What follows belongs to an exercise in optimizing a design on an open flow for small area and a short achievable clock period; a production flow would make more cautious choices. Function was checked by simulation only, so behaviour that the tests miss may differ from the original. Power and IR drop assume default switching activity.

<file path="standard.sh">
#!/bin/bash
# synth_recipe.tcl (not shown) runs the flow's synth.tcl, then flattens the netlist and writes it again
# the make line also repeats each setting of config.mk as NAME=value (left out here)
make -C /OpenROAD-flow-scripts/flow DESIGN_CONFIG=/design/flow/config.mk WORK_HOME=/design/flow/orfs CLKGATE_MAP_FILE= SYNTH_SCRIPT=/design/flow/synth_recipe.tcl "${@:-finish}"
</file>
<file path="constraint.sdc">
create_clock -name core_clock -period 22.0 [get_ports {clk}]
set_input_delay 4.4000 -clock core_clock [delete_from_list [all_inputs] [get_ports {clk}]]
set_output_delay 4.4000 -clock core_clock [all_outputs]
set_load 0.01 [all_outputs]
</file>
<file path="design.v">
module sqan_rxsync (
    input  wire         clk,
    input  wire         rst,                  
    input  wire [1:0]   in_cmd,
    input  wire [15:0]  in_i,
    input  wire [15:0]  in_q,
    input  wire [6:0]   cfg_percent,          
    input  wire [1:0]   cfg_hdr_w,            
    input  wire [11:0]  cfg_header,           
    input  wire         cfg_byte_timing,      
    input  wire [7:0]   cfg_timing_interval,  
    input  wire [4:0]   cfg_slot_bits,        
    input  wire [7:0]   cfg_sync0,            
    input  wire [7:0]   cfg_sync1,            
    input  wire         cfg_screen,           
    input  wire         cfg_esc_en,           
    input  wire [7:0]   cfg_esc_marker,       
    input  wire [7:0]   cfg_esc_xor,          
    input  wire [2:0]   cfg_esc_extra,        
    output reg          flush_valid,
    output reg          flush_emit,
    output reg  [4:0]   flush_n,
    output reg          flush_sync,
    output reg          flush_overflow,
    output reg  [127:0] flush_bytes,          
    output wire         st_searching,
    output wire         st_inverted,
    output wire         st_ignore,
    output wire [4:0]   st_count
);
    reg        [3:0]  pd_one;           
    reg        [3:0]  pd_two;           
    reg        [3:0]  pd_sg;            
    reg        [11:0] xr;               
    reg               searching;
    reg        [11:0] window;           
    reg               inverted;
    reg        [4:0]  bit_cnt;
    reg        [6:0]  temp;             
    reg               ignore_hdr;
    reg        [7:0]  slots_left;
    reg        [7:0]  dataout [0:15];
    reg        [4:0]  idx;
    reg               sync_found;
    reg               match_idx;
    reg               overflow;
    assign st_searching = searching;
    assign st_inverted  = inverted;
    assign st_ignore    = ignore_hdr;
    assign st_count     = idx;
    wire is_sample   = (in_cmd == 2'd1);
    wire is_scan_end = (in_cmd == 2'd2);
    wire raw;
    sqan_thr u_thr (.x(in_i[11:0]), .xr(xr), .one(pd_one), .two(pd_two), .sg(pd_sg), .raw(raw));
    wire inv_eff = !searching && inverted;    
    reg [11:0] hdr_mask;
    always @(*) begin
        case (cfg_hdr_w)
            2'd0:    hdr_mask = 12'h0FF;
            2'd1:    hdr_mask = 12'h1FF;
            2'd2:    hdr_mask = 12'h7FF;
            default: hdr_mask = 12'hFFF;
        endcase
    end
    wire [11:1] hdr_diff = (window[10:0] ^ cfg_header[11:1]) & hdr_mask[11:1];
    wire        hi_norm  = (hdr_diff == 11'd0);
    wire        hi_inv   = (hdr_diff == hdr_mask[11:1]);
    wire       byte_done = ignore_hdr ? (bit_cnt + 5'd1 == cfg_slot_bits) : (bit_cnt == 5'd7);
    wire       lt32 = (temp[6:4] == 3'd0);
    wire       esc0 = cfg_esc_en && (lt32 || (cfg_esc_extra[0] && temp == 7'h20));
    wire       esc1 = cfg_esc_en && (lt32 || (cfg_esc_extra[1] && temp == 7'h3F)
                                         || (cfg_esc_extra[2] && temp == 7'h7F));
    wire [7:0] sync_expect = match_idx ? cfg_sync1 : cfg_sync0;
    wire       hit_hi      = (temp == sync_expect[7:1]);
    wire       room0     = !idx[4];
    wire       room1     = (idx < 5'd15);
    wire [7:0] slots_dec = slots_left - 8'd1;
    wire       slots_end = (slots_dec == 8'd0);
    wire       tint_nz   = (cfg_timing_interval != 8'd0);
    wire [4:0] cnt_inc   = bit_cnt + 5'd1;
    reg        nv_s   [0:1];
    reg        nv_inv [0:1];
    reg [4:0]  nv_cnt [0:1];
    reg [4:0]  nv_idx [0:1];
    reg        nv_ov  [0:1];
    reg        nv_fnd [0:1];
    reg        nv_mx  [0:1];
    reg        nv_ign [0:1];
    reg [7:0]  nv_sl  [0:1];
    reg [7:0]  nv_bus0 [0:1];           
    reg [7:0]  nv_bus1 [0:1];           
    integer    b;
    reg        mn, mi, esc, hit, found_nx, enter;
    reg [7:0]  byte_v, out0, out1;
    always @(*) begin
        for (b = 0; b < 2; b = b + 1) begin
            mn       = hi_norm && (cfg_header[0] == b[0]);
            mi       = hi_inv  && (cfg_header[0] != b[0]);
            esc      = b[0] ? esc1 : esc0;
            hit      = hit_hi && (sync_expect[0] == b[0]);
            found_nx = sync_found || (hit && match_idx);
            enter    = cfg_byte_timing && found_nx && tint_nz;
            byte_v   = {temp, b[0]};
            out0     = esc ? cfg_esc_marker : byte_v;
            out1     = byte_v ^ cfg_esc_xor;
            nv_bus0[b] = idx[0] ? out1 : out0;
            nv_bus1[b] = idx[0] ? out0 : out1;
            nv_s[b] = searching; nv_inv[b] = inverted; nv_cnt[b] = bit_cnt;
            nv_idx[b] = idx; nv_ov[b] = overflow; nv_fnd[b] = sync_found;
            nv_mx[b] = match_idx; nv_ign[b] = ignore_hdr; nv_sl[b] = slots_left;
            if (is_sample) begin
                if (searching) begin
                    if (mn || mi) begin
                        nv_s[b] = 1'b0; nv_inv[b] = mi; nv_cnt[b] = 5'd0;
                    end
                end else if (!byte_done) begin
                    nv_cnt[b] = cnt_inc;
                end else begin
                    nv_cnt[b] = 5'd0;
                    nv_idx[b] = !room0 ? idx : (esc && room1) ? idx + 5'd2 : idx + 5'd1;
                    if (!room0 || (esc && !room1)) nv_ov[b] = 1'b1;
                    nv_fnd[b] = found_nx;
                    nv_mx[b]  = hit && !match_idx;
                    if (ignore_hdr) begin
                        nv_sl[b] = slots_dec;
                        if (slots_end) begin
                            nv_ign[b] = 1'b0; nv_s[b] = 1'b1;
                        end
                    end else if (enter) begin
                        nv_ign[b] = 1'b1; nv_sl[b] = cfg_timing_interval;
                    end else begin
                        nv_s[b] = 1'b1;
                    end
                end
            end else if (is_scan_end) begin
                nv_idx[b] = 5'd0; nv_fnd[b] = 1'b0; nv_mx[b] = 1'b0; nv_ov[b] = 1'b0;
            end
        end
    end
    wire r1 = !inv_eff;    
    wire r0 =  inv_eff;    
    wire [4:0] cnt_0 = nv_cnt[r0], cnt_1 = nv_cnt[r1];
    wire [4:0] idx_0 = nv_idx[r0], idx_1 = nv_idx[r1];
    wire [7:0] sl_0  = nv_sl[r0],  sl_1  = nv_sl[r1];
    wire [7:0] be_0  = nv_bus0[r0], be_1 = nv_bus0[r1];
    wire [7:0] bo_0  = nv_bus1[r0], bo_1 = nv_bus1[r1];
    wire [7:0] bus_even = raw ? be_1 : be_0;
    wire [7:0] bus_odd  = raw ? bo_1 : bo_0;
    wire assemble = is_sample && !searching;
    wire complete = assemble && byte_done;
    wire [8:0] pb = {2'b00, cfg_percent, 1'b0};
    integer d;
    always @(posedge clk)
        for (d = 0; d < 4; d = d + 1) begin
            pd_one[d] <= pb[2*d+1] ^ pb[2*d];
            pd_two[d] <= (pb[2*d+2] & ~pb[2*d+1] & ~pb[2*d]) | (~pb[2*d+2] & pb[2*d+1] & pb[2*d]);
            pd_sg[d]  <= ~pb[2*d+2] & (pb[2*d+1] | pb[2*d]);
        end
    always @(posedge clk) begin
        if (rst) begin
            xr            <= 12'd0;
            searching     <= 1'b1;
            window        <= 12'd0;
            inverted      <= 1'b0;
            bit_cnt       <= 5'd0;
            ignore_hdr    <= 1'b0;
            slots_left    <= 8'd0;
            idx           <= 5'd0;
            sync_found    <= 1'b0;
            match_idx     <= 1'b0;
            overflow      <= 1'b0;
        end else begin
            if (is_sample) begin
                xr <= in_i[11:0];
                if (searching)
                    window <= {window[10:0], raw};
            end
            searching  <= raw ? nv_s[r1]   : nv_s[r0];
            inverted   <= raw ? nv_inv[r1] : nv_inv[r0];
            bit_cnt    <= raw ? cnt_1      : cnt_0;
            idx        <= raw ? idx_1      : idx_0;
            overflow   <= raw ? nv_ov[r1]  : nv_ov[r0];
            sync_found <= raw ? nv_fnd[r1] : nv_fnd[r0];
            match_idx  <= raw ? nv_mx[r1]  : nv_mx[r0];
            ignore_hdr <= raw ? nv_ign[r1] : nv_ign[r0];
            slots_left <= raw ? sl_1       : sl_0;
        end
    end
    always @(posedge clk)
        if (assemble)
            temp <= {temp[5:0], raw ^ inv_eff};
    genvar k;
    generate
        for (k = 0; k < 16; k = k + 1) begin : g_cell
            wire wr = (idx == k) || (idx + 5'd1 == k);
            always @(posedge clk)
                if (!rst && complete && wr)
                    dataout[k] <= (k % 2 == 0) ? bus_even : bus_odd;
        end
    endgenerate
    integer j;
    always @(posedge clk) begin
        flush_valid <= !rst && is_scan_end;
        if (!rst && is_scan_end) begin
            flush_emit     <= (idx != 5'd0) && (!cfg_screen || sync_found);
            flush_n        <= idx;
            flush_sync     <= sync_found;
            flush_overflow <= overflow;
            for (j = 0; j < 16; j = j + 1)
                flush_bytes[8*j +: 8] <= dataout[j];
        end
    end
endmodule
module sqan_thr (
    input  wire [11:0] x,
    input  wire [11:0] xr,
    input  wire [3:0]  one,    
    input  wire [3:0]  two,    
    input  wire [3:0]  sg,     
    output wire        raw
);
    wire [19:0] u_add_s;
    wire t173 = u_add_s[0];
    wire t259 = u_add_s[1];
    wire t260 = u_add_s[2];
    wire t261 = u_add_s[3];
    wire t262 = u_add_s[4];
    wire t263 = u_add_s[5];
    wire t264 = u_add_s[6];
    wire t265 = u_add_s[7];
    wire t266 = u_add_s[8];
    wire t267 = u_add_s[9];
    wire t268 = u_add_s[10];
    wire t269 = u_add_s[11];
    wire t270 = u_add_s[12];
    wire t271 = u_add_s[13];
    wire t272 = u_add_s[14];
    wire t273 = u_add_s[15];
    wire t274 = u_add_s[16];
    wire t275 = u_add_s[17];
    wire t276 = u_add_s[18];
    wire t277 = u_add_s[19];
    wire t393;
    wire t0 = ((one[0] & xr[0]) | (two[0] & 1'b0)) ^ sg[0];
    wire t1 = ((one[0] & xr[1]) | (two[0] & xr[0])) ^ sg[0];
    wire t2 = ((one[0] & xr[2]) | (two[0] & xr[1])) ^ sg[0];
    wire t3 = ((one[0] & xr[3]) | (two[0] & xr[2])) ^ sg[0];
    wire t4 = ((one[0] & xr[4]) | (two[0] & xr[3])) ^ sg[0];
    wire t5 = ((one[0] & xr[5]) | (two[0] & xr[4])) ^ sg[0];
    wire t6 = ((one[0] & xr[6]) | (two[0] & xr[5])) ^ sg[0];
    wire t7 = ((one[0] & xr[7]) | (two[0] & xr[6])) ^ sg[0];
    wire t8 = ((one[0] & xr[8]) | (two[0] & xr[7])) ^ sg[0];
    wire t9 = ((one[0] & xr[9]) | (two[0] & xr[8])) ^ sg[0];
    wire t10 = ((one[0] & xr[10]) | (two[0] & xr[9])) ^ sg[0];
    wire t11 = ((one[0] & xr[11]) | (two[0] & xr[10])) ^ sg[0];
    wire t12 = ((one[0] & xr[11]) | (two[0] & xr[11])) ^ sg[0];
    wire t13 = ~t12;
    wire t14 = ((one[1] & xr[0]) | (two[1] & 1'b0)) ^ sg[1];
    wire t15 = ((one[1] & xr[1]) | (two[1] & xr[0])) ^ sg[1];
    wire t16 = ((one[1] & xr[2]) | (two[1] & xr[1])) ^ sg[1];
    wire t17 = ((one[1] & xr[3]) | (two[1] & xr[2])) ^ sg[1];
    wire t18 = ((one[1] & xr[4]) | (two[1] & xr[3])) ^ sg[1];
    wire t19 = ((one[1] & xr[5]) | (two[1] & xr[4])) ^ sg[1];
    wire t20 = ((one[1] & xr[6]) | (two[1] & xr[5])) ^ sg[1];
    wire t21 = ((one[1] & xr[7]) | (two[1] & xr[6])) ^ sg[1];
    wire t22 = ((one[1] & xr[8]) | (two[1] & xr[7])) ^ sg[1];
    wire t23 = ((one[1] & xr[9]) | (two[1] & xr[8])) ^ sg[1];
    wire t24 = ((one[1] & xr[10]) | (two[1] & xr[9])) ^ sg[1];
    wire t25 = ((one[1] & xr[11]) | (two[1] & xr[10])) ^ sg[1];
    wire t26 = ((one[1] & xr[11]) | (two[1] & xr[11])) ^ sg[1];
    wire t27 = ~t26;
    wire t28 = ((one[2] & xr[0]) | (two[2] & 1'b0)) ^ sg[2];
    wire t29 = ((one[2] & xr[1]) | (two[2] & xr[0])) ^ sg[2];
    wire t30 = ((one[2] & xr[2]) | (two[2] & xr[1])) ^ sg[2];
    wire t31 = ((one[2] & xr[3]) | (two[2] & xr[2])) ^ sg[2];
    wire t32 = ((one[2] & xr[4]) | (two[2] & xr[3])) ^ sg[2];
    wire t33 = ((one[2] & xr[5]) | (two[2] & xr[4])) ^ sg[2];
    wire t34 = ((one[2] & xr[6]) | (two[2] & xr[5])) ^ sg[2];
    wire t35 = ((one[2] & xr[7]) | (two[2] & xr[6])) ^ sg[2];
    wire t36 = ((one[2] & xr[8]) | (two[2] & xr[7])) ^ sg[2];
    wire t37 = ((one[2] & xr[9]) | (two[2] & xr[8])) ^ sg[2];
    wire t38 = ((one[2] & xr[10]) | (two[2] & xr[9])) ^ sg[2];
    wire t39 = ((one[2] & xr[11]) | (two[2] & xr[10])) ^ sg[2];
    wire t40 = ((one[2] & xr[11]) | (two[2] & xr[11])) ^ sg[2];
    wire t41 = ~t40;
    wire t42 = ((one[3] & xr[0]) | (two[3] & 1'b0)) ^ sg[3];
    wire t43 = ((one[3] & xr[1]) | (two[3] & xr[0])) ^ sg[3];
    wire t44 = ((one[3] & xr[2]) | (two[3] & xr[1])) ^ sg[3];
    wire t45 = ((one[3] & xr[3]) | (two[3] & xr[2])) ^ sg[3];
    wire t46 = ((one[3] & xr[4]) | (two[3] & xr[3])) ^ sg[3];
    wire t47 = ((one[3] & xr[5]) | (two[3] & xr[4])) ^ sg[3];
    wire t48 = ((one[3] & xr[6]) | (two[3] & xr[5])) ^ sg[3];
    wire t49 = ((one[3] & xr[7]) | (two[3] & xr[6])) ^ sg[3];
    wire t50 = ((one[3] & xr[8]) | (two[3] & xr[7])) ^ sg[3];
    wire t51 = ((one[3] & xr[9]) | (two[3] & xr[8])) ^ sg[3];
    wire t52 = ((one[3] & xr[10]) | (two[3] & xr[9])) ^ sg[3];
    wire t53 = ((one[3] & xr[11]) | (two[3] & xr[10])) ^ sg[3];
    wire t54 = ((one[3] & xr[11]) | (two[3] & xr[11])) ^ sg[3];
    wire t55 = ~t54;
    wire t56 = ~xr[11];
    wire t57 = sg[3] ^ t6;
    wire t58 = sg[3] & t6;
    wire t59 = t7 ^ t19;
    wire t60 = t7 & t19;
    wire t61 = t8 ^ t20;
    wire t62 = t8 & t20;
    wire t63 = t9 ^ t21;
    wire t64 = t9 & t21;
    wire t65 = t10 ^ t22;
    wire t66 = t10 & t22;
    wire t67 = t11 ^ t23;
    wire t68 = t11 & t23;
    wire t69 = 1'b1 ^ t24 ^ t36;
    wire t70 = (1'b1 & t24) | (1'b1 & t36) | (t24 & t36);
    wire t71 = sg[1] ^ t56;
    wire t72 = sg[1] & t56;
    wire t73 = sg[2] ^ t4;
    wire t74 = sg[2] & t4;
    wire t75 = t5 ^ t17;
    wire t76 = t5 & t17;
    wire t77 = t18 ^ t30 ^ t42;
    wire t78 = (t18 & t30) | (t18 & t42) | (t30 & t42);
    wire t79 = t31 ^ t43 ^ t58;
    wire t80 = (t31 & t43) | (t31 & t58) | (t43 & t58);
    wire t81 = t32 ^ t44 ^ t60;
    wire t82 = (t32 & t44) | (t32 & t60) | (t44 & t60);
    wire t83 = t33 ^ t45 ^ t62;
    wire t84 = (t33 & t45) | (t33 & t62) | (t45 & t62);
    wire t85 = t34 ^ t46 ^ t64;
    wire t86 = (t34 & t46) | (t34 & t64) | (t46 & t64);
    wire t87 = t35 ^ t47 ^ t66;
    wire t88 = (t35 & t47) | (t35 & t66) | (t47 & t66);
    wire t89 = t48 ^ t13 ^ t68;
    wire t90 = (t48 & t13) | (t48 & t68) | (t13 & t68);
    wire t91 = t25 ^ t37 ^ t49;
    wire t92 = (t25 & t37) | (t25 & t49) | (t37 & t49);
    wire t93 = t38 ^ t50;
    wire t94 = t38 & t50;
    wire t95 = 1'b1 ^ t39;
    wire t96 = 1'b1 & t39;
    wire t97 = 1'b1 ^ t52;
    wire t98 = 1'b1 & t52;
    wire t99 = t2 ^ t14;
    wire t100 = t2 & t14;
    wire t101 = t72 ^ t3 ^ t15;
    wire t102 = (t72 & t3) | (t72 & t15) | (t3 & t15);
    wire t103 = t16 ^ t28 ^ t73;
    wire t104 = (t16 & t28) | (t16 & t73) | (t28 & t73);
    wire t105 = t29 ^ t74 ^ t75;
    wire t106 = (t29 & t74) | (t29 & t75) | (t74 & t75);
    wire t107 = t76 ^ t77 ^ t57;
    wire t108 = (t76 & t77) | (t76 & t57) | (t77 & t57);
    wire t109 = t78 ^ t59 ^ t79;
    wire t110 = (t78 & t59) | (t78 & t79) | (t59 & t79);
    wire t111 = t61 ^ t80 ^ t81;
    wire t112 = (t61 & t80) | (t61 & t81) | (t80 & t81);
    wire t113 = t63 ^ t82 ^ t83;
    wire t114 = (t63 & t82) | (t63 & t83) | (t82 & t83);
    wire t115 = t65 ^ t84 ^ t85;
    wire t116 = (t65 & t84) | (t65 & t85) | (t84 & t85);
    wire t117 = t67 ^ t86 ^ t87;
    wire t118 = (t67 & t86) | (t67 & t87) | (t86 & t87);
    wire t119 = t69 ^ t88 ^ t89;
    wire t120 = (t69 & t88) | (t69 & t89) | (t88 & t89);
    wire t121 = t70 ^ t91 ^ t90;
    wire t122 = (t70 & t91) | (t70 & t90) | (t91 & t90);
    wire t123 = t27 ^ t92 ^ t93;
    wire t124 = (t27 & t92) | (t27 & t93) | (t92 & t93);
    wire t125 = t51 ^ t94 ^ t95;
    wire t126 = (t51 & t94) | (t51 & t95) | (t94 & t95);
    wire t127 = t41 ^ t96 ^ t97;
    wire t128 = (t41 & t96) | (t41 & t97) | (t96 & t97);
    wire t129 = 1'b1 ^ t53 ^ t98;
    wire t130 = (1'b1 & t53) | (1'b1 & t98) | (t53 & t98);
    wire t131 = 1'b1 ^ t55;
    wire t132 = 1'b1 & t55;
    wire t278 = ~x[11];
    wire t279 = x[0] ^ x[3];
    wire t280 = x[0] & x[3];
    wire t281 = (x[0] & x[1]) | (x[0] & x[4]) | (x[1] & x[4]);
    wire t282 = x[0] ^ x[1] ^ x[4];
    wire t283 = (x[1] & x[2]) | (x[1] & x[5]) | (x[2] & x[5]);
    wire t284 = x[1] ^ x[2] ^ x[5];
    wire t285 = (x[2] & x[3]) | (x[2] & x[6]) | (x[3] & x[6]);
    wire t286 = x[2] ^ x[3] ^ x[6];
    wire t287 = (x[3] & x[4]) | (x[3] & x[7]) | (x[4] & x[7]);
    wire t288 = x[3] ^ x[4] ^ x[7];
    wire t289 = (x[4] & x[5]) | (x[4] & x[8]) | (x[5] & x[8]);
    wire t290 = x[4] ^ x[5] ^ x[8];
    wire t291 = (x[5] & x[6]) | (x[5] & x[9]) | (x[6] & x[9]);
    wire t292 = x[5] ^ x[6] ^ x[9];
    wire t293 = (x[6] & x[7]) | (x[6] & x[10]) | (x[7] & x[10]);
    wire t294 = x[6] ^ x[7] ^ x[10];
    wire t295 = (x[7] & x[8]) | (x[7] & t278) | (x[8] & t278);
    wire t296 = x[7] ^ x[8] ^ t278;
    wire t297 = x[8] ^ x[9];
    wire t298 = x[8] & x[9];
    wire t299 = x[9] ^ x[10];
    wire t300 = x[9] & x[10];
    wire t301 = x[10] ^ t278;
    wire t302 = x[10] & t278;
    wire t303 = (t264 & t280) | (t264 & t282) | (t280 & t282);
    wire t304 = t264 ^ t280 ^ t282;
    wire t305 = (t265 & t281) | (t265 & t284) | (t281 & t284);
    wire t306 = t265 ^ t281 ^ t284;
    wire t307 = (t266 & t283) | (t266 & t286) | (t283 & t286);
    wire t308 = t266 ^ t283 ^ t286;
    wire t309 = (t267 & t285) | (t267 & t288) | (t285 & t288);
    wire t310 = t267 ^ t285 ^ t288;
    wire t311 = (t268 & t287) | (t268 & t290) | (t287 & t290);
    wire t312 = t268 ^ t287 ^ t290;
    wire t313 = (t269 & t289) | (t269 & t292) | (t289 & t292);
    wire t314 = t269 ^ t289 ^ t292;
    wire t315 = (t270 & t291) | (t270 & t294) | (t291 & t294);
    wire t316 = t270 ^ t291 ^ t294;
    wire t317 = (t271 & t293) | (t271 & t296) | (t293 & t296);
    wire t318 = t271 ^ t293 ^ t296;
    wire t319 = (t272 & t295) | (t272 & t297) | (t295 & t297);
    wire t320 = t272 ^ t295 ^ t297;
    wire t321 = (t273 & t298) | (t273 & t299) | (t298 & t299);
    wire t322 = t273 ^ t298 ^ t299;
    wire t323 = (t274 & t300) | (t274 & t301) | (t300 & t301);
    wire t324 = t274 ^ t300 ^ t301;
    wire t325 = (t275 & t278) | (t275 & t302) | (t278 & t302);
    wire t326 = t275 ^ t278 ^ t302;
    wire [19:0] u_add_a = {t132, t130, t128, t126, t124, t122, t120, t118, t116, t114, t112, t110, t108, t106, t104, t102, t100, t99, t56, sg[0]};
    wire [19:0] u_add_b = {1'b0, t131, t129, t127, t125, t123, t121, t119, t117, t115, t113, t111, t109, t107, t105, t103, t101, t71, t1, t0};
    sqan_thr_add u_add (.a(u_add_a), .b(u_add_b), .s(u_add_s));
    wire [17:0] u_sign_a = {t277, t276, t326, t324, t322, t320, t318, t316, t314, t312, t310, t308, t306, t304, t263, t262, t261, t260};
    wire [17:0] u_sign_b = {1'b0, t325, t323, t321, t319, t317, t315, t313, t311, t309, t307, t305, t303, 1'b0, t279, x[2], x[1], x[0]};
    sqan_thr_sign u_sign (.a(u_sign_a), .b(u_sign_b), .ge(t393));
    assign raw = t393;
endmodule
module sqan_thr_add (
    input  wire [19:0] a,
    input  wire [19:0] b,
    output wire [19:0] s
);
    assign s = a + b;
endmodule
module sqan_thr_sign (
    input  wire [17:0] a,
    input  wire [17:0] b,
    output wire        ge
);
    wire [17:0] s = a + b;
    assign ge = ~s[17];
endmodule
</file>
<file path="config.mk">
export PLATFORM = sky130hd
export DESIGN_NAME = sqan_rxsync
export DESIGN_NICKNAME = sqan_rxsync
export VERILOG_FILES = /design/flow/design.v
export SDC_FILE = /design/flow/constraint.sdc
export NUM_CORES = 4
export LEC_CHECK = 0
export CAP_MARGIN = 20
export CORE_MARGIN = 2
export CORE_UTILIZATION = 40
export SLEW_MARGIN = 20
export SYNTH_HIERARCHICAL = 1
</file>
<file path="flow/run.sh">
#!/bin/bash
# Standard layout with two changes to how it is optimised:
#  - the port buffers are made from the smallest buffer cell (buffer_ports
#    otherwise picks sky130_fd_sc_hd__clkdlybuf4s50_1); the resizer still
#    upsizes any of them that timing or slew needs;
#  - repair_timing aims for a larger setup slack than the constraint needs, so
#    that it shortens the critical paths (the SDC and clock are unchanged).
set -euo pipefail
export BUFFER_PORTS_ARGS="-buffer_cell sky130_fd_sc_hd__buf_1"
export SETUP_SLACK_MARGIN=15
bash standard.sh > standard_make.log 2>&1
</file>
==> impl_metrics.csv, run 1 <==
group,metric,value,unit
outcome,status,"finished clean",
timing,fin_setup_tns,0,ns
floorplan,dieArea,42300,um2
clocking,cts_buffer_depth,3,
cells_and_area,n_fill_cell,3513,
timing,tightestPinTransition,0.997,ns
detailed_routing,first_pass_iters,5,
clocking,cts_buffers,36,
floorplan,core_area,39900,um2
detailed_routing,num_vias,10900,
min_path,worstHoldStart,"dataout[13][6]$_DFFE_PP_",
critical_path,regToRegSetupSlack,14.80,ns
grt,grt_antenna_before_repair,3,
cells_and_area,drive_above_1_share,14.6,%
synth,synth_compound_area_share,11.9,%
critical_path,r2r-start,"pd_one[1]$_DFF_P_",
clocking,tritoncts,"yes",
critical_path,crit_fanout,8,
floorplan,start_util,40.7,%
grt,gr-total-overflow,0,
synth,synth_ff_type,"edfxtp_1",
timing,grt_setup_unrepaired,"true",
floorplan,core.rowCount,73,
min_path,hp-class,"flop to flop",
placed_design,dp_hpwl,27900,um
clocking,h-tree-depth,2,
synth,yosys.area_share.simple,8.85,%
critical_path,worst_setup_path_end_kind,"flop",
cells_and_area,fin_area,19700,um2
critical_path,critPathTopFamily,"adder cells",
flow_run,cap_violations,0,
synth,yosysWarningCount,19,
timing,post-route-period-util,35.5,%
timing,relSlewSlack,33.6,%
synth,synth_top_family_by_area,"compound AO/OA/AOI/OAI gates",
clocking,cts_sinks,331,
grt,grt_max_degree,77,
synth,synthArstFlopShare,0,%
synth,synth_area,16300,um2
critical_path,slowest_stage,"fa_1",
timing,timing.fmax,128,MHz
synth,syn_inst,1293,
critical_path,r2r_end,"dataout[10][3]$_DFFE_PP_",
critical_path,cp.arrival,8.10,ns
detailed_routing,routed_wl,39000,um
cells_and_area,final_net_count,1765,
synth,synth_mux_area_share,1.13,%
timing,setup_viol_count_final,0,
timing,hold_viol,0,
min_path,holdPathEnd,"flush_bytes[110]$_DFFE_PP_",
synth,synth-edff-count,271,
grt,track_usage,18.4,%
detailed_routing,wl_per_cell,18.5,um
detailed_routing,antenna_left,0,
synth,synth_top_cell_by_area,"edfxtp_1",
synth,synth.top_cell.area_share,50.1,%
pwr,p_leak,6.83,nW
synth,ys_types,79,
critical_path,path_buf_inv,6,
grt,grt_pass1_vias,10600,
clocking,root_buffer,"clkbuf_16",
placed_design,port-buffer-count,232,
pwr,ir_worst_vdd,0.0915,mV
floorplan,die_h,206,um
synth,ys_ff_latch,331,
timing,slew_viol_final,0,
cells_and_area,layout_commonest_cell,"edfxtp_1",
synth,synth.area.top_cells,"edfxtp_1 50%, dfxtp_1 7.4%, fa_1 5.2%",
floorplan,chipWidth,206,um
synth,synth-xor-area-share,6.24,%
synth,avgSynthCellArea,12.6,um2
min_path,holdPathStages,0,
critical_path,worstSetupPathType,"primary input to flop",
placed_design,placed_cell_area,17700,um2
clocking,clk_latency,0.54,ns
timing,min_period,7.81,ns
cells_and_area,area_growth,21.4,%
grt,grt_pass1_wl,59600,um
pwr,power_density,134,nW/um2
critical_path,ff2ff_path_depth,28,
placed_design,gp_congestion,0.853,
critical_path,cp_data_required_time,22.29,ns
cells_and_area,final_cell_mix,"271 x edfxtp_1, 220 x buf_1, 98 x nor2_1, 98 x nand2_1, 81 x inv_1",
critical_path,critical_path.max_stage_delay,0.52,ns
clocking,clk_pin_slew,0.06,ns
floorplan,pin_count,253,
detailed_routing,vias_per_cell,5.18,
timing,clock_skew,0.0173,ns
synth,yosysSeqAreaShare,57.5,%
critical_path,path_cells,"buf_6 > fa_1 > inv_1 > fa_1 > inv_2 > ha_4 > a22oi_2 > nand4b_1 > nand3_1 > o211ai_1 > xnor2_2 > buf_6 > xnor2_4 > inv_4 > and2_4 > or2_4 > nor2_1 > a221oi_4 > buf_12",
critical_path,critPathLaunchType,"primary input",
detailed_routing,drc_errors,0,
synth,synth-adder-area-share,10.3,%
cells_and_area,final_util,49.4,%
detailed_routing,drt-initial-drc-count,667,
## final cells by class
type,instances,area [um2],area share (%)
antenna,4,10.0,0.0507
clock buffer,47,992,5.03
clock inverter,19,159,0.806
inverter,86,325,1.65
multi-input combinational,816,6810,34.5
sequential,331,9340,47.3
tap,525,657,3.33
timing repair buffer,277,1430,7.27
## per-module statistics from Yosys (local to each module, per instance)
module | times used | cell area (um2)
sqan_thr | 1 | 2480
sqan_thr_add | 1 | 928
sqan_rxsync | 1 | 12500
sqan_thr_sign | 1 | 352
## flip-flops by register name (all words and copies together), names as in the netlist, 5 cells and up
signal and flops:
window 11, bit_cnt 5, flush_bytes 128, temp 7, slots_left 8, flush_n 5, xr 12, dataout 128
idx 5
## per-layer routing
metal / GRT usage, % / vias to the layer above / part of all wire [%] / wire length (um)
met5: 0 / - / 0 / 0
met4: 6.04 / 0 / 2.6 / 1010
met3: 2.90 / 62 / 5.5 / 2130
met2: 30.9 / 305 / 49 / 19100
met1: 24.4 / 5370 / 43 / 16800
li1: - / 5173 / - / -
## synth_stat cells (all sizes together) (3+ instances only)
master     n
o31ai      4
o311ai     3
nor2b     10
xnor2     67
o211ai     7
nor4       5
nor2     107
nand3     16
fa        42
or2        3
a21oi     73
inv       85
mux2i     15
and2       4
nor3b      3
a311oi     3
nand3b     4
dfxtp     60
clkbuf    26
a211o      5
a21o       8
o21ai     37
a221oi    12
a211oi     8
a22oi     49
a31oi     14
a2111oi    5
buf       36
nand4     12
and3       7
nand2b    12
o21bai     9
mux2       3
o31a       3
or4        4
xor2      48
edfxtp   271
o21a       6
nor3      15
ha        67
nand2    101
## through the flow
| stage | worst slack (ns) | power (mW) | hold WS (ns) | cells |
|---|---|---|---|---|
| after global placement | 12.48 | 1.64 | 0.400 | 2000 |
| after detailed placement | 12.44 | 1.65 | 0.405 | 2000 |
| final | 14.19 | 2.65 | 0.409 | 2105 |
| after global routing | 14.10 | 2.80 | 0.416 | 2101 |
| after CTS | 14.17 | 2.62 | 0.402 | 2099 |
| after floorplan | 13.94 | 1.42 | 0.400 | 1295 |
## cell families (layout without fill, tap and decap cells)
family,count (synthesis),count (layout)
muxes,18,18
and+or+nand+nor,310,310
AOI/OAI and AO/OA,261,261
other,1,7
buffers and inverters,148,429
xor gates and xnor gates,115,115
adders and majority gates,109,109
DFF,331,331
## what timing repair did
action,in CTS,in global routing
endpoints found under the setup margin,152,151
cloned,0,0
resized for setup,81,26
hold buffers,0,0
setup buffers,33,2
pin swaps,39,27
## worst max path at each step
stage | start | end | slack [ns] | depth (start not counted)
after global routing | in_i[2] | idx[4]$_SDFF_PP0_ | 14.10 | 19
after global placement | in_i[3] | dataout[14][1]$_DFFE_PP_ | 12.48 | 15
final | in_i[0] | dataout[10][3]$_DFFE_PP_ | 14.19 | 19
after detailed placement | in_i[7] | dataout[14][1]$_DFFE_PP_ | 12.44 | 17
after CTS | in_i[2] | dataout[5][2]$_DFFE_PP_ | 14.17 | 17
after floorplan | in_i[6] | dataout[11][1]$_DFFE_PP_ | 13.94 | 16
## power breakdown
part / internal [mW] / switching, mW
Clock: 0.334 / 0.247
Sequential: 0.769 / 0.0240
Combinational: 0.613 / 0.661
==> run 2, diff against run 1 <==
--- a/design.v
+++ b/design.v
@@ -140,11 +140,22 @@
     wire r1 = !inv_eff;    
     wire r0 =  inv_eff;    
-    wire [4:0] cnt_0 = nv_cnt[r0], cnt_1 = nv_cnt[r1];
-    wire [4:0] idx_0 = nv_idx[r0], idx_1 = nv_idx[r1];
-    wire [7:0] sl_0  = nv_sl[r0],  sl_1  = nv_sl[r1];
-    wire [7:0] be_0  = nv_bus0[r0], be_1 = nv_bus0[r1];
-    wire [7:0] bo_0  = nv_bus1[r0], bo_1 = nv_bus1[r1];
-    wire [7:0] bus_even = raw ? be_1 : be_0;
-    wire [7:0] bus_odd  = raw ? bo_1 : bo_0;
+    wire [40:0] cand0 = {nv_s[r0], nv_inv[r0], nv_cnt[r0], nv_idx[r0], nv_ov[r0], nv_fnd[r0],
+                         nv_mx[r0], nv_ign[r0], nv_sl[r0], nv_bus0[r0], nv_bus1[r0], r0};
+    wire [40:0] cand1 = {nv_s[r1], nv_inv[r1], nv_cnt[r1], nv_idx[r1], nv_ov[r1], nv_fnd[r1],
+                         nv_mx[r1], nv_ign[r1], nv_sl[r1], nv_bus0[r1], nv_bus1[r1], r1};
+    wire [40:0] sel;
+    sqan_sel #(.W(41)) u_sel (.s(raw), .a(cand0), .b(cand1), .y(sel));
+    wire       s_nx     = sel[40];
+    wire       inv_nx   = sel[39];
+    wire [4:0] cnt_nx   = sel[38:34];
+    wire [4:0] idx_nx   = sel[33:29];
+    wire       ov_nx    = sel[28];
+    wire       fnd_nx   = sel[27];
+    wire       mx_nx    = sel[26];
+    wire       ign_nx   = sel[25];
+    wire [7:0] sl_nx    = sel[24:17];
+    wire [7:0] bus_even = sel[16:9];
+    wire [7:0] bus_odd  = sel[8:1];
+    wire       rx       = sel[0];
     wire assemble = is_sample && !searching;
     wire complete = assemble && byte_done;
@@ -176,18 +187,18 @@
                     window <= {window[10:0], raw};
             end
-            searching  <= raw ? nv_s[r1]   : nv_s[r0];
-            inverted   <= raw ? nv_inv[r1] : nv_inv[r0];
-            bit_cnt    <= raw ? cnt_1      : cnt_0;
-            idx        <= raw ? idx_1      : idx_0;
-            overflow   <= raw ? nv_ov[r1]  : nv_ov[r0];
-            sync_found <= raw ? nv_fnd[r1] : nv_fnd[r0];
-            match_idx  <= raw ? nv_mx[r1]  : nv_mx[r0];
-            ignore_hdr <= raw ? nv_ign[r1] : nv_ign[r0];
-            slots_left <= raw ? sl_1       : sl_0;
+            searching  <= s_nx;
+            inverted   <= inv_nx;
+            bit_cnt    <= cnt_nx;
+            idx        <= idx_nx;
+            overflow   <= ov_nx;
+            sync_found <= fnd_nx;
+            match_idx  <= mx_nx;
+            ignore_hdr <= ign_nx;
+            slots_left <= sl_nx;
         end
     end
     always @(posedge clk)
         if (assemble)
-            temp <= {temp[5:0], raw ^ inv_eff};
+            temp <= {temp[5:0], rx};
     genvar k;
     generate
@@ -212,4 +223,12 @@
     end
 endmodule
+module sqan_sel #(parameter W = 1) (
+    input  wire         s,
+    input  wire [W-1:0] a,
+    input  wire [W-1:0] b,
+    output wire [W-1:0] y
+);
+    assign y = s ? b : a;
+endmodule
 module sqan_thr (
     input  wire [11:0] x,
==> run 2 against run 1 <==
Compared with the run above: design area rose by 4.8%; final cell count rose by 9.1%; first-iteration DRC count rose by 20%; clock skew rose by 0.013 ns; global-route usage barely moved; die area rose by 8.9%; area after synthesis rose by 9.1%.
==> impl_metrics.csv, run 2 <==
group,metric,value,unit
timing,tightestPinTransition,1.03,ns
critical_path,critPathLaunchType,"primary input",
critical_path,cp_data_required_time,22.29,ns
critical_path,path_cells,"buf_2 > fa_2 > fa_1 > ha_1 > a21oi_2 > nor2_2 > a211oi_2 > o211ai_1 > xnor2_2 > buf_6 > buf_12 > buf_16 > mux2_4",
clocking,cts_buffer_depth,3,
clocking,clk_latency,0.56,ns
detailed_routing,num_vias,11800,
pwr,p_sw,0.898,mW
clocking,root_buffer,"clkbuf_16",
synth,synth-edff-count,271,
detailed_routing,wl_met1,18600,um
clocking,cts_buffers,35,
grt,grt_max_degree,85,
pwr,power_density,128,nW/um2
timing,clock_skew,0.0301,ns
floorplan,die_h,215,um
min_path,hp-class,"flop to flop",
timing,grt_setup_unrepaired,"true",
timing,min_period,7.14,ns
pwr,pwr-share-seq,30.5,%
timing,setup_viol_count_final,0,
timing,hold_viol,0,
critical_path,worst_setup_path_end_kind,"flop",
synth,avgSynthCellArea,12.1,um2
detailed_routing,antenna_left,0,
detailed_routing,wl_per_cell,18.7,um
synth,synth_most_common_cell,"edfxtp_1",
critical_path,worstSetupPathType,"primary input to flop",
pwr,ir_worst_vdd,0.136,mV
clocking,h-tree-depth,2,
cells_and_area,final_net_count,1899,
cells_and_area,layout_commonest_cell,"edfxtp_1",
synth,synthArstFlopShare,0,%
pwr,p_leak,7.32,nW
detailed_routing,first_pass_iters,7,
cells_and_area,reg_top3,"dataout: 128 flops, flush_bytes: 128 flops, xr: 12 flops",
pwr,p_comb_share,46.9,%
pwr,internal-power,1.76,mW
grt,grt_pass1_wl,66200,um
critical_path,regToRegSetupSlack,15.49,ns
flow_run,cap_violations,0,
detailed_routing,drt-initial-drc-count,798,
placed_design,gp_congestion,0.850,
grt,grt_antenna_before_repair,2,
pwr,switching_share,33.8,%
timing,relSlewSlack,31.7,%
timing,post-route-period-util,32.4,%
synth,synth_top_cell_by_area,"edfxtp_1",
detailed_routing,routed_wl,42900,um
critical_path,critical_path.max_stage_delay,0.58,ns
cells_and_area,final_cell_mix,"271 x edfxtp_1, 219 x buf_1, 148 x nand2_1",
synth,synth.area.top_cells,"edfxtp_1 46%, dfxtp_1 6.8%, fa_1 4.7%",
synth,syn_inst,1463,
detailed_routing,drc_errors,0,
floorplan,pin_count,253,
cells_and_area,area_growth,16.7,%
cells_and_area,n_antenna_cell,0,
floorplan,dieArea,46000,um2
floorplan,core.rowCount,77,
grt,grt_pass1_vias,11700,
critical_path,slowest_stage,"fa_2",
critical_path,cp.arrival,7.42,ns
detailed_routing,dr_wl_met3,2630,um
synth,ys_types,74,
synth,ys_top_cells_by_count,"271 x edfxtp_1, 149 x nand2_1, 93 x nor2_1, 91 x a21oi_1, 78 x inv_1",
floorplan,start_util,40.3,%
detailed_routing,routed.top_layer,"met5",
clocking,cts_sinks,331,
cells_and_area,drive_above_1_share,13.4,%
synth,yosysWarningCount,19,
synth,yosysSeqAreaShare,52.7,%
synth,synth_ff_type,"edfxtp_1",
synth,synth_area,17700,um2
floorplan,core_area,43900,um2
synth,synth.top_cell.area_share,45.9,%
placed_design,port-buffer-count,232,
timing,holdWs,0.414,ns
critical_path,crit_fanout,8,
cells_and_area,n_fill_cell,4029,
clocking,tritoncts,"yes",
outcome,status,"finished clean",
timing,fin_setup_tns,0,ns
detailed_routing,met2WireLength,20300,um
clocking,clk_pin_slew,0.06,ns
timing,timing.fmax,140,MHz
pwr,clkPwrFrac,22.7,%
detailed_routing,vias_per_cell,5.14,
grt,track_usage,18.5,%
synth,ys_ff_latch,331,
timing,slew_viol_final,0,
floorplan,chipWidth,215,um
placed_design,dp_hpwl,30200,um
grt,gr-total-overflow,0,
[run 2: critical path: cells and delay by family]
family,cells,cell delay (ns)
xor+xnor,1,0.19
buf+inv,4,0.61
mux,1,0.35
simple gates,1,0.06
fa+ha+maj,3,1.24
compound gates,3,0.56
[run 2: worst paths after layout]
kind	start	to	depth (start not counted)
worst min register to register	dataout[10][6]$_DFFE_PP_	flush_bytes[86]$_DFFE_PP_	0
worst max-delay path	in_i[5]	dataout[10][0]$_DFFE_PP_	13
worst min-delay path	dataout[10][6]$_DFFE_PP_	flush_bytes[86]$_DFFE_PP_	0
worst max register to register	pd_one[1]$_DFF_P_	dataout[10][0]$_DFFE_PP_	24
[run 2: modules after synthesis, one instance, submodules excluded, a selection]
module / area, um2 / cells inside / times used / flops+latches
sqan_thr: 2460 / 252 / 1 / 0
sqan_thr_add: 928 / 128 / 1 / 0
sqan_thr_sign: 352 / 41 / 1 / 0
sqan_rxsync: 13300 / 996 / 1 / 331
[run 2: routing by layer]
layer,up-vias,GRT usage [%]
met1,5664,23.8
met2,352,30.3
li1,5698,-
met4,4,7.52
met5,-,0
met3,82,4.00
[run 2: cell type report]
class                   count  area (um2)  area share, %
clock buffers              40         895           4.33
clock inverters            20         275           1.33
inverters                  82         308           1.49
multi-input cells         975        7830           37.9
flip-flops and latches    331        9340           45.2
well taps                 592         741           3.58
repair buffers            257        1290           6.25
[run 2: repair_timing]
item | 4_1_cts | 5_1_grt
resized for setup | 34 | 38
hold buffers | 0 | 0
setup endpoints to repair | 154 | 154
pin swaps | 16 | 17
buffers inserted | 6 | 2
gates cloned | 5 | 1
[run 2: metrics by stage]
step	cells	setup slack [ns]	power (mW)	util, %	cell area (um2)
final	2297	14.86	2.65	47.1	20700
after global routing	2297	14.80	2.79	47.1	20700
after CTS	2293	14.94	2.57	46.5	20400
after detailed placement	2222	13.70	1.68	43.2	19000
after global placement	2222	13.68	1.67	43.2	19000
after floorplan	1465	14.63	1.53	-	17800
[run 2: power by group through the flow]
stage	clock, mW	combinational, mW	sequential, mW
global placement	0	0.849	0.821
finish	0.601	1.24	0.808
floorplan	0	0.715	0.812
global route	0.640	1.34	0.809
detailed placement	0	0.862	0.821
CTS	0.617	1.14	0.808
[run 2: cell families (layout without fill, tap and decap cells)]
group	after synthesis	count (layout)	synth area share, %
buffers and inverters	159	399	4.43
AND/OR/NAND/NOR	362	362	9.42
flip-flops	331	331	52.7
XOR/XNOR	114	114	5.63
other	1	3	0.0212
adder cells (fa/ha/maj)	109	109	9.47
multiplexers	93	93	6.46
AO/OA/AOI/OAI	294	294	11.9
==> run 3, diff against run 2 <==
--- a/config.mk
+++ b/config.mk
@@ -9,4 +9,5 @@
 export CORE_MARGIN = 2
 export CORE_UTILIZATION = 40
+export CTS_BUF_LIST = sky130_fd_sc_hd__clkbuf_4 sky130_fd_sc_hd__clkbuf_8
 export SLEW_MARGIN = 20
 export SYNTH_HIERARCHICAL = 1
==> run 3 against run 2 <==
Compared with the run above: global-route usage up 0.070 points; largest cell class unchanged; sequential power barely moved; non-clock buffer count is the same; highest routed layer unchanged; critical path depth unchanged; sequential share of layout area is essentially flat; flip-flop and latch count stayed put; design area about the same; power is 0.68% lower; worst setup slack improved by 0.043 ns.
==> impl_metrics.csv, run 3 <==
group,metric,value,unit
synth,synth.area.top_cells,"edfxtp_1 46%, dfxtp_1 6.8%, fa_1 4.7%",
cells_and_area,final_net_count,1919,
timing,setup_viol_count_final,0,
pwr,power,2.64,mW
critical_path,ff2ff_path_depth,24,
critical_path,worst_setup_path_end_kind,"flop",
detailed_routing,drt-initial-drc-count,875,
critical_path,path_cells,"buf_2 > fa_1 > fa_1 > ha_1 > a21o_1 > a21o_1 > a31oi_1 > o211ai_1 > xnor2_2 > buf_6 > buf_12 > buf_16 > mux2_4",
synth,ys_ff_latch,331,
grt,grt_pass1_vias,11800,
floorplan,dieArea,46000,um2
critical_path,cp_data_required_time,22.34,ns
critical_path,critPathLaunchType,"primary input",
timing,fin_setup_tns,0,ns
clocking,cts_buffers,55,
synth,synth-edff-count,271,
clocking,clk_pin_slew,0.06,ns
detailed_routing,vias_per_cell,5.13,
placed_design,dp_hpwl,30200,um
grt,met3_usage,4.57,%
pwr,power_density,127,nW/um2
critical_path,slowest_stage,"fa_1",
placed_design,gp_congestion,0.850,
grt,grt_pass1_wl,66600,um
placed_design,placed_cell_area,19000,um2
critical_path,crit_fanout,8,
min_path,hp-class,"flop to flop",
timing,slew_viol_final,0,
synth,yosysWarningCount,19,
synth,synthArstFlopShare,0,%
synth,ys_top_cells_by_count,"271 x edfxtp_1, 149 x nand2_1, 93 x nor2_1, 91 x a21oi_1, 78 x inv_1",
cells_and_area,fin_area,20700,um2
grt,grt.busiest_layer,"met2",
clocking,clk_latency,0.67,ns
cells_and_area,final_cell_mix,"271 x edfxtp_1, 220 x buf_1, 148 x nand2_1",
cells_and_area,n_antenna_cell,0,
floorplan,core_area,43900,um2
synth,avgSynthCellArea,12.1,um2
detailed_routing,wl_per_cell,18.5,um
critical_path,critical_path.max_stage_delay,0.49,ns
clocking,cts_buffer_depth,3,
timing,relSlewSlack,31.3,%
grt,grt_antenna_before_repair,2,
placed_design,port-buffer-count,232,
flow_run,cap_violations,0,
clocking,tritoncts,"yes",
min_path,holdPathStages,0,
detailed_routing,drc_errors,0,
cells_and_area,layout_commonest_cell,"edfxtp_1",
grt,grtUsageMet2,31.1,%
timing,timing.fmax,141,MHz
synth,synth_ff_type,"edfxtp_1",
clocking,cts_sinks,331,
detailed_routing,num_vias,12000,
outcome,status,"finished clean",
floorplan,die_h,215,um
synth,synth_most_common_cell,"edfxtp_1",
floorplan,pin_count,253,
clocking,h-tree-depth,2,
cells_and_area,area_growth,16.7,%
timing,hold_viol,0,
critical_path,cp.arrival,7.43,ns
synth,synth_top_cell_by_area,"edfxtp_1",
critical_path,worstSetupPathType,"primary input to flop",
clocking,root_buffer,"clkbuf_8",
synth,syn_inst,1463,
timing,tightestPinTransition,1.03,ns
timing,grt_setup_unrepaired,"true",
grt,gr-total-overflow,0,
grt,grtUsageMet1,23.7,%
synth,synth_area,17700,um2
grt,track_usage,18.5,%
timing,post-route-period-util,32.2,%
detailed_routing,antenna_left,0,
synth,ys_types,74,
detailed_routing,routed_wl,43200,um
detailed_routing,first_pass_iters,5,
synth,synth.top_cell.area_share,45.9,%
grt,grt_max_degree,85,
cells_and_area,drive_above_1_share,15.0,%
pwr,p_leak,7.37,nW
floorplan,chipWidth,215,um
pwr,ir_worst_vdd,0.136,mV
synth,yosysSeqAreaShare,52.7,%
floorplan,start_util,40.3,%
timing,min_period,7.09,ns
floorplan,core.rowCount,77,
timing,clock_skew,0.0588,ns
cells_and_area,reg_top3,"dataout: 128 flops, flush_bytes: 128 flops, xr: 12 flops",
-- run 3: modules after synthesis, one instance, submodules excluded, a selection --
module / times used / cells inside
sqan_thr: 1 / 252
sqan_rxsync: 1 / 996
sqan_thr_sign: 1 / 41
sqan_thr_add: 1 / 128
-- run 3: timing repair --
item / 4_1_cts / 5_1_grt
endpoints found under the hold margin: 0 / 0
hold buffers: 0 / 0
setup buffers: 1 / 6
cloned: 3 / 4
gates resized for setup: 16 / 47
endpoints found under the setup margin: 154 / 153
pin swaps: 4 / 11
-- run 3: cell families (layout without fill, tap and decap cells) --
kind of cell,Yosys count,after routing,share of synthesized area (%)
buffers and inverters,159,439,4.43
other,1,3,0.0212
multiplexers,93,93,6.46
AND/OR/NAND/NOR,362,362,9.42
XOR/XNOR,114,114,5.63
AO/OA/AOI/OAI,294,294,11.9
flip-flops,331,331,52.7
adder cells (fa/ha/maj),109,109,9.47
-- run 3: stage by stage --
stage	setup WS, ns	instances	util [%]	hold WS, ns
detailed placement	13.70	2222	43.2	0.405
global placement	13.68	2222	43.2	0.401
floorplan	14.63	1465	-	0.400
CTS	14.94	2326	46.2	0.414
global route	14.86	2337	47.1	0.419
finish	14.91	2337	47.1	0.415
-- run 3: report_power, final --
part	switching, mW	total, mW	internal (mW)
Combinational	0.631	1.24	0.613
Sequential	0.0158	0.808	0.792
Clock	0.251	0.583	0.332
-- run 3: routing by layer --
metal,vias to the layer above,wire length (um),part of all wire [%]
li1,5752,-,-
met1,5821,18600,43
met2,345,21000,49
met3,72,2630,6.1
met4,4,947,2.2
met5,-,28,0.065
-- run 3: layout make-up --
type,instances,area [um2]
well taps,592,741
inverters,82,308
clock inverters,27,287
multi-input cells,975,7820
repair buffers,257,1270
fillers,4053,23300
flip-flops and latches,331,9340
clock buffers,73,911
-- run 3: critical path, delay by kind of cell --
family                     cells  cell delay, ns
AOI/OAI and AO/OA              4            0.62
xor gates and xnor gates       1            0.19
adders and majority gates      3            1.27
buffers and inverters          4            0.57
muxes                          1            0.37
-- run 3: final timing paths --
path | end | slack (ns) | from
setup / recovery | dataout[5][3]$_DFFE_PP_ | 14.91 | in_i[1]
setup reg to reg | dataout[5][3]$_DFFE_PP_ | 15.44 | pd_one[1]$_DFF_P_
hold reg to reg | flush_bytes[89]$_DFFE_PP_ | 0.42 | dataout[11][1]$_DFFE_PP_
hold / removal | flush_bytes[89]$_DFFE_PP_ | 0.42 | dataout[11][1]$_DFFE_PP_
==> run 4, diff against run 3 <==
--- a/flow/run.sh
+++ b/flow/run.sh
@@ -8,4 +8,4 @@
 set -euo pipefail
 export BUFFER_PORTS_ARGS="-buffer_cell sky130_fd_sc_hd__buf_1"
-export SETUP_SLACK_MARGIN=15
+export SETUP_SLACK_MARGIN=17
 bash standard.sh > standard_make.log 2>&1
--- a/config.mk
+++ b/config.mk
@@ -9,5 +9,4 @@
 export CORE_MARGIN = 2
 export CORE_UTILIZATION = 40
-export CTS_BUF_LIST = sky130_fd_sc_hd__clkbuf_4 sky130_fd_sc_hd__clkbuf_8
 export SLEW_MARGIN = 20
 export SYNTH_HIERARCHICAL = 1
==> run 4 against run 3 <==
Compared with the run above: critical path depth is 2 higher; non-clock buffer count is 49 higher; register-to-register slack worse by 0.03 ns; first-iteration DRC count is 8.9% lower; design area is 6.7% higher; largest power group unchanged.
==> impl_metrics.csv, run 4 <==
group,metric,value,unit
clocking,tritoncts,"yes",
timing,clock_skew,0.0144,ns
pwr,p_sw,0.890,mW
cells_and_area,final_cell_mix,"271 x edfxtp_1, 148 x nand2_1, 98 x clkbuf_2",
grt,gr-total-overflow,0,
detailed_routing,routed_wl,45000,um
timing,min_period,7.23,ns
grt,grt_pass1_vias,11900,
synth,synth-edff-count,271,
synth,synth_mux_area_share,6.46,%
timing,setup_viol_count_final,0,
critical_path,critical_path.max_stage_delay,0.60,ns
timing,slew_viol_final,0,
floorplan,die_h,215,um
detailed_routing,first_pass_iters,7,
detailed_routing,wl_per_cell,19.2,um
pwr,clkPwrFrac,23.5,%
timing,timing.fmax,138,MHz
floorplan,core.rowCount,77,
timing,post-route-period-util,32.9,%
grt,grt_antenna_before_repair,0,
critical_path,cpMostUsedCell,"buf_6",
synth,synth_top_cell_by_area,"edfxtp_1",
placed_design,dp_hpwl,29600,um
synth,synth-xor-area-share,5.63,%
timing,setup_ws,14.77,ns
synth,ys_top_cells_by_count,"271 x edfxtp_1, 149 x nand2_1, 93 x nor2_1, 91 x a21oi_1, 78 x inv_1",
clocking,cts_sinks,331,
floorplan,chipWidth,215,um
timing,holdWs,0.413,ns
synth,syn_inst,1463,
clocking,hold_buffers,0,
placed_design,gp_congestion,0.837,
pwr,switching_share,33.2,%
cells_and_area,layout_commonest_cell,"edfxtp_1",
clocking,cts_buffer_depth,3,
synth,avgSynthCellArea,12.1,um2
detailed_routing,num_vias,12100,
pwr,internal-power,1.79,mW
detailed_routing,drt-initial-drc-count,797,
clocking,h-tree-depth,2,
synth,synth_top_family_by_area,"compound AO/OA/AOI/OAI gates",
flow_run,cap_violations,0,
pwr,pwr-share-seq,30.1,%
cells_and_area,reg_top3,"dataout: 128 flops, flush_bytes: 128 flops, xr: 12 flops",
floorplan,dieArea,46000,um2
synth,ys_types,74,
synth,synth-adder-area-share,9.47,%
timing,fin_setup_tns,0,ns
synth,synth_most_common_cell,"edfxtp_1",
detailed_routing,antenna_left,0,
grt,track_usage,18.7,%
timing,grt_setup_unrepaired,"true",
floorplan,start_util,40.3,%
synth,yosysSeqAreaShare,52.7,%
synth,synth.area.top_cells,"edfxtp_1 46%, dfxtp_1 6.8%, fa_1 4.7%",
critical_path,regToRegSetupSlack,15.41,ns
min_path,hp-class,"flop to flop",
pwr,p_leak,8.21,nW
critical_path,path_cells,"buf_6 > inv_1 > fa_1 > inv_1 > fa_1 > ha_4 > nand2_1 > nor2_1 > a211oi_1 > o211ai_1 > xnor2_2 > buf_6 > buf_6 > buf_12 > mux2_4",
cells_and_area,fin_area,22100,um2
clocking,cts_buffers,36,
placed_design,dp_slack,13.67,ns
clocking,clk_pin_slew,0.06,ns
clocking,clk_latency,0.54,ns
cells_and_area,n_antenna_cell,0,
cells_and_area,drive_above_1_share,24.1,%
synth,synth_compound_area_share,11.9,%
critical_path,crit_fanout,8,
critical_path,cp_data_required_time,22.26,ns
timing,relSlewSlack,36.3,%
synth,synth.top_cell.area_share,45.9,%
synth,yosysWarningCount,19,
cells_and_area,n_fill_cell,3921,
pwr,power,2.68,mW
detailed_routing,vias_per_cell,5.14,
grt,grt_max_degree,59,
critical_path,critPathLaunchType,"primary input",
synth,synth_ff_type,"edfxtp_1",
synth,synth_area,17700,um2
synth,ys_ff_latch,331,
clocking,root_buffer,"clkbuf_16",
placed_design,placed_cell_area,19100,um2
floorplan,core_area,43900,um2
critical_path,cp.arrival,7.49,ns
synth,synthArstFlopShare,0,%
detailed_routing,drc_errors,0,
placed_design,port-buffer-count,232,
pwr,p_comb_share,46.4,%
cells_and_area,final_net_count,1949,
timing,hold_viol,0,
critical_path,worst_setup_path_end_kind,"flop",
pwr,ir_worst_vdd,0.114,mV
floorplan,pin_count,253,
critical_path,slowest_stage,"fa_1",
grt,grt_pass1_wl,67200,um
synth,yosys.area_share.simple,9.42,%
critical_path,worstSetupPathType,"primary input to flop",
outcome,status,"finished clean",
pwr,power_density,122,nW/um2
cells_and_area,area_growth,24.5,%
timing,tightestPinTransition,0.950,ns
[run 4: cell types whose count changed in the layout (fill, tap and decap cells not counted), sizes merged]
cell | previous run | this run
buf | 252 | 197
bufbuf | 0 | 2
bufinv | 5 | 7
clkbuf | 78 | 148
clkinv | 17 | 14
clkinvlp | 5 | 3
inv | 82 | 80
[run 4: cells by family (layout without fill, tap and decap cells)]
family | count (synthesis) | count (layout)
compound gates | 294 | 294
xor+xnor | 114 | 114
fa+ha+maj | 109 | 109
buf+inv | 159 | 451
flops | 331 | 331
mux | 93 | 93
other cells | 1 | 3
simple gates | 362 | 362
[run 4: final cells by class]
type / count / area (um2) / area share, %
Clock buffer: 41 / 920 / 4.17
Clock inverter: 22 / 310 / 1.41
Inverter: 82 / 313 / 1.42
Multi-Input combinational cell: 975 / 7930 / 35.9
Sequential cell: 331 / 9370 / 42.5
Tap cell: 592 / 741 / 3.36
Timing Repair Buffer: 306 / 2480 / 11.3
[run 4: modules after synthesis (local to each module, per instance), a selection]
| module | area [um2] | flops+latches | cells inside |
|---|---|---|---|
| sqan_thr | 2460 | 0 | 252 |
| sqan_rxsync | 13300 | 331 | 996 |
| sqan_thr_sign | 352 | 0 | 41 |
| sqan_thr_add | 928 | 0 | 128 |
[run 4: per-layer routing]
metal	global-route usage (%)	routed length [um]	vias up	part of all wire (%)
li1	-	-	5819	-
met1	24.8	20200	5874	45
met2	31.8	21800	326	48
met3	3.25	2160	60	4.8
met4	4.95	811	0	1.8
met5	0	0	-	0
[run 4: per-stage QoR]
stage	util, %	instances
after floorplan	-	1465
after global placement	43.5	2219
after detailed placement	43.5	2219
after CTS	48.8	2330
after global routing	50.2	2349
final	50.2	2349
[run 4: power groups by stage]
stage | Sequential, mW | Combinational, mW | Clock, mW
4_1_cts | 0.807 | 1.17 | 0.644
3_3_place_gp | 0.822 | 0.846 | 0
6_report | 0.808 | 1.25 | 0.630
3_5_place_dp | 0.822 | 0.864 | 0
2_1_floorplan | 0.812 | 0.717 | 0
5_1_grt | 0.809 | 1.34 | 0.667
[run 4: timing repair]
action / in CTS / in global routing
pin swaps: 29 / 15
setup endpoints to repair: 581 / 573
gates cloned: 10 / 14
buffers inserted: 38 / 5
resized for setup: 111 / 148
[run 4: final timing paths]
path,startpoint,to,depth (start not counted)
setup / recovery,in_i[7],dataout[1][4]$_DFFE_PP_,15
hold / removal,dataout[5][0]$_DFFE_PP_,flush_bytes[40]$_DFFE_PP_,0
setup reg to reg,pd_one[1]$_DFF_P_,dataout[1][4]$_DFFE_PP_,24
hold reg to reg,dataout[5][0]$_DFFE_PP_,flush_bytes[40]$_DFFE_PP_,0
[run 4: worst max-delay path: cells and delay by family]
family                   cells  cell delay (ns)
buffers and inverters        6             0.59
AO/OA/AOI/OAI                2             0.41
adder cells (fa/ha/maj)      3             1.35
XOR/XNOR                     1             0.23
AND/OR/NAND/NOR              2             0.09
multiplexers                 1             0.38

## what the ideal ports hide
No port has a modelled driver above. Below, the same layouts with a new extraction and two added sets of constraints. Step 1: set_driving_cell puts a clkbuf_16 on clk and a buf_2 on each other input, an assumption about the parent block. Step 2 adds t to the input delays and takes it off the output delays; t is the mean of the earliest and latest rising clock arrival at the registers after step 1. Input paths then give back, and output paths get back, about the clock's delay inside the block. Three values: no drivers, after step 1, after step 2; two values: the first two.
| run | t, ns | setup WS [ns] | worst setup path after step 2 | slew at the worst register clock pin (ns) | cell pins on the clock port's net |
|---|---|---|---|---|---|
| run 1 | 0.584 | 14.187 / 14.185 / 13.601 | input to register | 0.07 / 0.07 | 1 |
| run 2 | 0.606 | 14.864 / 14.876 / 14.270 | input to register | 0.07 / 0.07 | 1 |
| run 3 | 0.689 | 14.907 / 14.918 / 14.229 | input to register | 0.08 / 0.08 | 1 |
| run 4 | 0.589 | 14.771 / 14.788 / 14.199 | input to register | 0.06 / 0.06 | 1 |
After both steps setup and hold are still met in every run listed. For run 3, which loses most, drivers alone change the setup slack by +0.011 ns; drivers and shift together by -0.678 ns.
